From an optimization exercise on the open Yosys and OpenROAD flow, aimed at small area, a short achievable clock period and few clock cycles; shortcuts taken in it are not production practice.
Where RTL was checked, it was by simulation tests only, not by an equivalence proof against the original.
No activity file was given, so power comes from the tool's default toggle rates.

try-delta:
Design pm25_codec, start of the top module:
module pm25_codec (
    input  wire         clk,
    input  wire         rst,         
    input  wire         req_valid,
    input  wire [31:0]  req_word,
    input  wire [5:0]   req_nops,    
    input  wire [255:0] req_ops,     
    output wire         busy,
    input  wire         rx_valid,
    input  wire [1:0]   rx_kind,     
    input  wire [7:0]   rx_byte,
    output wire         rx_ready,
    output reg  [2:0]   st,
    output reg  [1:0]   rop,
    output wire [7:0]   nrx,
    output reg          len_vld,
    output wire [15:0]  lenf_r,
    output reg          lmatch,
    output reg          csc_vld,
    output wire [15:0]  csc,
    output reg          csr_vld,
    output reg  [15:0]  csr,
    output wire [5:0]   flen,
    output wire [255:0] fbuf,
    output reg          cbuf_vld,
    output wire [55:0]  cbuf
);
For scale: about 1900 cells after synthesis, about 630 flip-flops, about 690 I/O pins, about 26000 um^2 of cells after synthesis.
Settings: LEC_CHECK=0, CAP_MARGIN=35, CORE_MARGIN=2, CORE_UTILIZATION=50, CTS_BUF_LIST=sky130_fd_sc_hd__clkbuf_4 sky130_fd_sc_hd__clkbuf_8, CTS_CLUSTER_SIZE=20, SLEW_MARGIN=20; clock period 10.0 ns.
standard.sh (not shown) runs the stock make flow with config.mk's settings and CLKGATE_MAP_FILE= SYNTH_SCRIPT=/design/flow/synth_recipe.tcl, a recipe that flattens the netlist after the stock synthesis.
==> flow/flow/run.sh <==
#!/bin/bash
set -euo pipefail
export BUFFER_PORTS_ARGS="-buffer_cell sky130_fd_sc_hd__buf_1"
export SETUP_SLACK_MARGIN=6.6
bash standard.sh > standard.log 2>&1
Testbench counts of try-delta, summed over its fixed seeds: cycles 28,075.
Here is what was changed in the inputs of try-violet compared with try-delta.
- putting ABC_AREA at 1 where nothing was set
- clearing CTS_CLUSTER_SIZE, which used to be 20
- swapping sky130_fd_sc_hd__clkbuf_4 sky130_fd_sc_hd__clkbuf_8 for sky130_fd_sc_hd__clkbuf_8 in CTS_BUF_LIST
==> comparison <==
try-violet completed every stage of the flow, and the final layout passed the timing, DRC and antenna checks. Per the comparison of try-violet with try-delta, share of synthesized area spent on multiplexers fell 1.0 points, part of the cycle the worst path needs fell 0.19 points. Die area sits higher in try-violet than in try-delta. Between try-violet and try-delta, it is try-violet whose switching power total is higher, by 0.035 mW. Summary of try-violet over try-delta: setup slack at placement +100 ps, slew at the pin closest to its max-slew limit went down by 12 ps, routed wire length decreased by about 7% relative to the old numbers. On routed via count divided by cell count: try-violet sits below try-delta.
[inputs] try-garnet vs try-violet
- CORE_UTILIZATION: 50 -> 60
==> comparison <==
[compare] base=try-violet new=try-garnet: hold slack went up; register-to-register slack now larger.
Part of the power in combinational logic in try-garnet is 0.3 points lower than in try-violet
try-garnet: no failed stages, no open violations at the end
--- input diff try-garnet..try-amber ---
- PLACE_DENSITY newly set to 0.75
- CORE_UTILIZATION changed from 60 to 50
### Flow results
try-amber has completed all stages; timing, DRC and antenna checks passed.
Cell count: try-amber higher than try-garnet
In try-amber, the worst setup slack came out 17 ps above the value in try-garnet.
Overall routing resource usage, try-amber and try-garnet: larger value in try-garnet
try-amber ends up with a maximum operating frequency that is 1.4 MHz higher than in try-garnet.
Inputs modified between try-amber and try-indigo:
- ABC_AREA: 1 -> unset
- PLACE_DENSITY: 0.75 -> unset
==> flow/flow/run.sh <==
#!/bin/bash
set -euo pipefail
export BUFFER_PORTS_ARGS="-buffer_cell sky130_fd_sc_hd__buf_1"
export SETUP_SLACK_MARGIN=6.8
bash standard.sh > standard.log 2>&1
In the tables for try-amber and try-indigo, sequential share of layout area reads higher with try-amber.
try-amber ended up with edfxtp_1 as its slowest library cell on the worst path; try-indigo ended up with a311oi_2.
Summary: minimum clock period after layout, try-indigo worse than try-amber
The pin count of the biggest net entering global routing of try-indigo falls short of that of try-amber by 13.
For the count of non-filler cells in the finished layout, try-indigo came in 210 lower than try-amber did.
Compared to try-amber, try-indigo has area after synthesis 420 um^2 lower.
Final period utilization in try-indigo is 1.2 points higher than in try-amber
The inputs of try-raven differ from those of try-indigo as listed below.
- swapping 50 for 65 in CORE_UTILIZATION
==> flow/flow/run.sh <==
#!/bin/bash
set -euo pipefail
export BUFFER_PORTS_ARGS="-buffer_cell sky130_fd_sc_hd__buf_1"
export SETUP_SLACK_MARGIN=6.6
bash standard.sh > standard.log 2>&1
[summary]
For try-raven and try-indigo, there was not a single run that failed to finish clean.
The register-to-register setup slack reported for try-raven is greater than that of try-indigo by 60 ps.
Compare try-raven and try-indigo | static power due to leakage lower: try-raven
Diff try-indigo -> try-raven: met2 global-route usage went up 11 points; global-route usage went up 5.6 points.
Compared try-raven vs try-indigo, and power share of the combinational group is down in try-raven.
On depth of the most critical reg-to-reg path: try-raven sits below try-indigo.
Largest net degree at the start of global routing (try-indigo / try-raven): 0.948

* * *

pm25_codec again, from the RTL that the note above started with.
==> flow/design.v (excerpt) <==
module pm25_codec (
    input  wire         clk,
    input  wire         rst,         
    input  wire         req_valid,
    input  wire [31:0]  req_word,
    input  wire [5:0]   req_nops,    
    input  wire [255:0] req_ops,     
    output wire         busy,
    input  wire         rx_valid,
    input  wire [1:0]   rx_kind,     
    input  wire [7:0]   rx_byte,
    output wire         rx_ready,
    output reg  [2:0]   st,
    output reg  [1:0]   rop,
    output wire [7:0]   nrx,
    output reg          len_vld,
    output wire [15:0]  lenf_r,
    output reg          lmatch,
    output reg          csc_vld,
    output wire [15:0]  csc,
    output reg          csr_vld,
    output reg  [15:0]  csr,
    output wire [5:0]   flen,
    output wire [255:0] fbuf,
    output reg          cbuf_vld,
    output wire [55:0]  cbuf
);
Settings: LEC_CHECK=0, ABC_CLOCK_PERIOD_IN_PS=3000, CAP_MARGIN=35, CORE_MARGIN=2, CORE_UTILIZATION=50, SLEW_MARGIN=20; clock period 10.0 ns.
==> flow/flow/run.sh <==
#!/bin/bash
set -euo pipefail
export BUFFER_PORTS_ARGS="-buffer_cell sky130_fd_sc_hd__buf_1"
export SETUP_SLACK_MARGIN=6.6
bash standard.sh > standard.log 2>&1
The starting point passed the timing, DRC and antenna checks.
Testbench counts at the start, summed over its fixed seeds: cycles 28,075.
Next try:
--- a/flow/config.mk
+++ b/flow/config.mk
@@ -7,3 +7,2 @@
 export LEC_CHECK = 0
-export ABC_CLOCK_PERIOD_IN_PS = 3000
 export CAP_MARGIN = 35
@@ -11,2 +10,3 @@
 export CORE_UTILIZATION = 50
+export CTS_BUF_LIST = sky130_fd_sc_hd__clkbuf_4
 export SLEW_MARGIN = 20
Clock power came out lower by roughly a tenth. Clock skew rises by 0.014 ns. Cell area rose by a few percent. Worst setup slack is worse by 0.21 ns. Area after synthesis stays the same. Cell count goes up by a few percent. Total power shrinks by a few percent. Sequential share of layout area falls by 1.1 points. Wire length fell slightly.
Next try:
--- a/flow/flow/run.sh
+++ b/flow/flow/run.sh
@@ -4,2 +4,7 @@
 export SETUP_SLACK_MARGIN=6.6
+slow=""
+for c in or3 or3b or4 or4b or4bb; do
+  for d in 1 2 4; do slow="$slow sky130_fd_sc_hd__${c}_${d}"; done
+done
+export DONT_USE_CELLS="$slow"
 bash standard.sh > standard.log 2>&1
--- a/flow/config.mk
+++ b/flow/config.mk
@@ -10,3 +10,3 @@
 export CORE_UTILIZATION = 50
-export CTS_BUF_LIST = sky130_fd_sc_hd__clkbuf_4
+export CTS_BUF_LIST = sky130_fd_sc_hd__clkbuf_8
 export SLEW_MARGIN = 20
Result:
- total power went up by 1.9%
- first-iteration DRC count goes down by 8.5%
- sequential cell count stays the same
Next try:
==> flow/flow/run.sh (replaced) <==
#!/bin/bash
set -euo pipefail
export BUFFER_PORTS_ARGS="-buffer_cell sky130_fd_sc_hd__buf_1"
export SETUP_SLACK_MARGIN=6.7
bash standard.sh > standard.log 2>&1
Count of clock-buffer cells in the layout went down by 6.
Setup slack got worse by 0.068 ns.
Non-clock buffer count went up by 63.

* * *

Setup of rev 12:
pm25_codec, a different RTL version from the one above (not shown whole).
Size: about 630 flip-flops, roughly 690 I/O pins, about 26000 sq um of cells after synthesis.
Settings: LEC_CHECK=0, CAP_MARGIN=35, CORE_MARGIN=2, CORE_UTILIZATION=50, CTS_BUF_LIST=sky130_fd_sc_hd__clkbuf_8, SLEW_MARGIN=20; clock period 10.0 ns.
==> flow/flow/run.sh <==
#!/bin/bash
set -euo pipefail
export BUFFER_PORTS_ARGS="-buffer_cell sky130_fd_sc_hd__buf_1"
export SETUP_SLACK_MARGIN=6.6
bash standard.sh > standard.log 2>&1
Rev 12 reached the final stage; the timing, DRC and antenna checks on its layout passed.
The inputs of rev 13 differ from those of rev 12 as listed below.
# rev 12
export LEC_CHECK = 0
export CAP_MARGIN = 35
export CORE_MARGIN = 2
export CORE_UTILIZATION = 50
export CTS_BUF_LIST = sky130_fd_sc_hd__clkbuf_8
export SLEW_MARGIN = 20
create_clock -name core_clock -period 10.0 [get_ports {clk}]
# rev 13
export LEC_CHECK = 0
export CAP_MARGIN = 35
export CORE_MARGIN = 2
export CORE_UTILIZATION = 50
export CTS_BUF_LIST = sky130_fd_sc_hd__clkbuf_4 sky130_fd_sc_hd__clkbuf_8
export CTS_CLUSTER_SIZE = 20
export SLEW_MARGIN = 20
create_clock -name core_clock -period 10.0 [get_ports {clk}]
Notes after the runs:
- Maximum ir drop on the vdd rail (higher): rev 13
- The via count of the first global-routing pass of rev 12 and that of rev 13 are within noise of each other.
- Sort rev 13 and rev 12 by clock group share of total power, ascending, and rev 12 comes first.
- Rev 13 and rev 12 ended up with nearly the same met1 wire length.
No run of this note included a check of the RTL's function; only the layout flow was run.

* * *

## v52
pm25_codec with an RTL version that a note above also has.
Size: roughly 1900 cells after synthesis, about 630 flip-flops.
==> flow/design.v (excerpt) <==
module pm25_codec (
    input  wire         clk,
    input  wire         rst,         
    input  wire         req_valid,
    input  wire [31:0]  req_word,
    input  wire [5:0]   req_nops,    
    input  wire [255:0] req_ops,     
    output wire         busy,
    input  wire         rx_valid,
    input  wire [1:0]   rx_kind,     
    input  wire [7:0]   rx_byte,
    output wire         rx_ready,
    output reg  [2:0]   st,
    output reg  [1:0]   rop,
    output wire [7:0]   nrx,
    output reg          len_vld,
    output wire [15:0]  lenf_r,
    output reg          lmatch,
    output reg          csc_vld,
    output wire [15:0]  csc,
    output reg          csr_vld,
    output reg  [15:0]  csr,
    output wire [5:0]   flen,
    output wire [255:0] fbuf,
    output reg          cbuf_vld,
    output wire [55:0]  cbuf
);
export LEC_CHECK = 0
export CAP_MARGIN = 35
export CORE_MARGIN = 2
export CORE_UTILIZATION = 50
export CTS_BUF_LIST = sky130_fd_sc_hd__clkbuf_8
export SLEW_MARGIN = 20
create_clock -name core_clock -period 10.0 [get_ports {clk}]
==> flow/flow/run.sh <==
#!/bin/bash
set -euo pipefail
export BUFFER_PORTS_ARGS="-buffer_cell sky130_fd_sc_hd__buf_1"
export SETUP_SLACK_MARGIN=6.6
platform_dont_use="sky130_fd_sc_hd__probe_p_8 sky130_fd_sc_hd__probec_p_8 sky130_fd_sc_hd__lpflow_bleeder_1 sky130_fd_sc_hd__lpflow_clkbufkapwr_1 sky130_fd_sc_hd__lpflow_clkbufkapwr_16 sky130_fd_sc_hd__lpflow_clkbufkapwr_2 sky130_fd_sc_hd__lpflow_clkbufkapwr_4 sky130_fd_sc_hd__lpflow_clkbufkapwr_8 sky130_fd_sc_hd__lpflow_clkinvkapwr_1 sky130_fd_sc_hd__lpflow_clkinvkapwr_16 sky130_fd_sc_hd__lpflow_clkinvkapwr_2 sky130_fd_sc_hd__lpflow_clkinvkapwr_4 sky130_fd_sc_hd__lpflow_clkinvkapwr_8 sky130_fd_sc_hd__lpflow_decapkapwr_12 sky130_fd_sc_hd__lpflow_decapkapwr_3 sky130_fd_sc_hd__lpflow_decapkapwr_4 sky130_fd_sc_hd__lpflow_decapkapwr_6 sky130_fd_sc_hd__lpflow_decapkapwr_8 sky130_fd_sc_hd__lpflow_inputiso0n_1 sky130_fd_sc_hd__lpflow_inputiso0p_1 sky130_fd_sc_hd__lpflow_inputiso1n_1 sky130_fd_sc_hd__lpflow_inputiso1p_1 sky130_fd_sc_hd__lpflow_inputisolatch_1 sky130_fd_sc_hd__lpflow_isobufsrc_1 sky130_fd_sc_hd__lpflow_isobufsrc_16 sky130_fd_sc_hd__lpflow_isobufsrc_2 sky130_fd_sc_hd__lpflow_isobufsrc_4 sky130_fd_sc_hd__lpflow_isobufsrc_8 sky130_fd_sc_hd__lpflow_isobufsrckapwr_16 sky130_fd_sc_hd__lpflow_lsbuf_lh_hl_isowell_tap_1 sky130_fd_sc_hd__lpflow_lsbuf_lh_hl_isowell_tap_2 sky130_fd_sc_hd__lpflow_lsbuf_lh_hl_isowell_tap_4 sky130_fd_sc_hd__lpflow_lsbuf_lh_isowell_4 sky130_fd_sc_hd__lpflow_lsbuf_lh_isowell_tap_1 sky130_fd_sc_hd__lpflow_lsbuf_lh_isowell_tap_2 sky130_fd_sc_hd__lpflow_lsbuf_lh_isowell_tap_4"
slow=""
for c in or3 or3b or4 or4b or4bb; do
  for d in 1 2 4; do slow="$slow sky130_fd_sc_hd__${c}_${d}"; done
done
bash standard.sh "DONT_USE_CELLS=$platform_dont_use$slow" finish > standard.log 2>&1
v52 finished every step from synthesis to the final layout, and the layout passed the timing, DRC and antenna checks.
Testbench counts of v52, summed over its fixed seeds: cycles 28,075.
For v20, these inputs were changed with respect to v52:
==> flow/flow/run.sh <==
#!/bin/bash
set -euo pipefail
export BUFFER_PORTS_ARGS="-buffer_cell sky130_fd_sc_hd__buf_1"
export SETUP_SLACK_MARGIN=6.6
bash standard.sh > standard.log 2>&1
### Flow results
cbd[12] as the launch point of the critical path was reported by v20, and csr[1] by v52. In v20 relative to v52, count of inserted tapcells had gone down slightly. Adder-cell share of the synthesized area of v52 is on par with v20. Lower average footprint of a synthesized cell among v20 and v52: v20. Compared with v52, v20 shows a final area that is 160 um^2 higher.
Edits applied to the flow inputs when going from v20 to v13:
--- a/flow/flow/run.sh
+++ b/flow/flow/run.sh
@@ -4 +4 @@
-export SETUP_SLACK_MARGIN=6.6
+export SETUP_SLACK_MARGIN=6.4
Notes after the runs:
In v13 relative to v20, met3 wire length had gone down slightly.
Taking v20 as the reference, in v13 post-route standard cell area excluding fillers decreased by about 1.5% relative to the old numbers, critical path depth decreased by 1 relative to the old numbers, worst vdd rail ir drop increased by 1.8% relative to the old numbers, time the worst path needs with I/O delays and setup increased by 0.16 ns relative to the old numbers.
Against v20, v13 comes in 7 higher on count of inserted antenna diode cells.
From v13 to v20, non-clock inverter instance count of the final layout did not move at all.

## port drivers added, routing unchanged
No port has a modelled driver above. Below, the same layouts with a new extraction and two added sets of constraints. Step 1 assumes that a clkbuf_16 drives the clock port and a buf_2 every other input. Step 2 adds t to the input delays and takes it off the output delays; t is the mean of the earliest and latest rising clock arrival at the registers after step 1. Input paths then give back, and output paths get back, about the clock's delay inside the block. a / b / c = ideal / step 1 / step 2; a / b = the first two.
| run | t, ns | setup WS [ns] | worst hold slack (ns) | worst setup path at the end | clock arrival spread, ns |
|---|---|---|---|---|---|
| try-delta | 0.750 | 6.590 / 6.528 / 5.855 | 0.447 / 0.447 / 0.447 | input to register | 0.032 / 0.031 |
| try-violet | 0.740 | 6.609 / 6.549 / 5.924 | 0.439 / 0.439 / 0.439 | input to register | 0.034 / 0.033 |
| try-garnet | 0.750 | 6.527 / 6.475 / 6.032 | 0.448 / 0.448 / 0.448 | input to register | 0.049 / 0.049 |
| try-amber | 0.748 | 6.544 / 6.485 / 5.947 | 0.437 / 0.437 / 0.437 | input to register | 0.033 / 0.032 |
| try-indigo | 0.748 | 6.423 / 6.412 / 5.664 | 0.450 / 0.450 / 0.450 | input to register | 0.051 / 0.051 |
| try-raven | 0.722 | 6.552 / 6.477 / 5.755 | 0.451 / 0.451 / 0.451 | input to register | 0.036 / 0.036 |
| the first run of note 2 | 0.670 | 6.487 / 6.475 / 5.805 | 0.452 / 0.452 / 0.452 | input to register | 0.028 / 0.028 |
| the second run of note 2 | 1.066 | 6.274 / 6.212 / 5.615 | 0.433 / 0.433 / 0.433 | input to register | 0.059 / 0.060 |
| the third run of note 2 | 0.747 | 6.590 / 6.530 / 5.884 | 0.443 / 0.443 / 0.443 | input to register | 0.030 / 0.030 |
| the fourth run of note 2 | 0.762 | 6.522 / 6.499 / 5.737 | 0.445 / 0.445 / 0.445 | input to register | 0.031 / 0.031 |
| rev 12 | 0.744 | 6.470 / 6.413 / 5.669 | 0.450 / 0.450 / 0.450 | input to register | 0.043 / 0.043 |
| rev 13 | 0.745 | 6.499 / 6.425 / 5.680 | 0.453 / 0.453 / 0.453 | input to register | 0.041 / 0.042 |
| v52 | 0.756 | 6.579 / 6.515 / 5.812 | 0.441 / 0.441 / 0.441 | input to register | 0.040 / 0.040 |
| v20 | 0.747 | 6.590 / 6.530 / 5.884 | 0.443 / 0.443 / 0.443 | input to register | 0.030 / 0.030 |
| v13 | 0.754 | 6.426 / 6.363 / 5.704 | 0.446 / 0.446 / 0.446 | input to register | 0.039 / 0.040 |
After both steps setup and hold are still met in every run listed. For rev 13, which loses most, drivers alone change the setup slack by -0.074 ns; drivers and shift together by -0.819 ns.
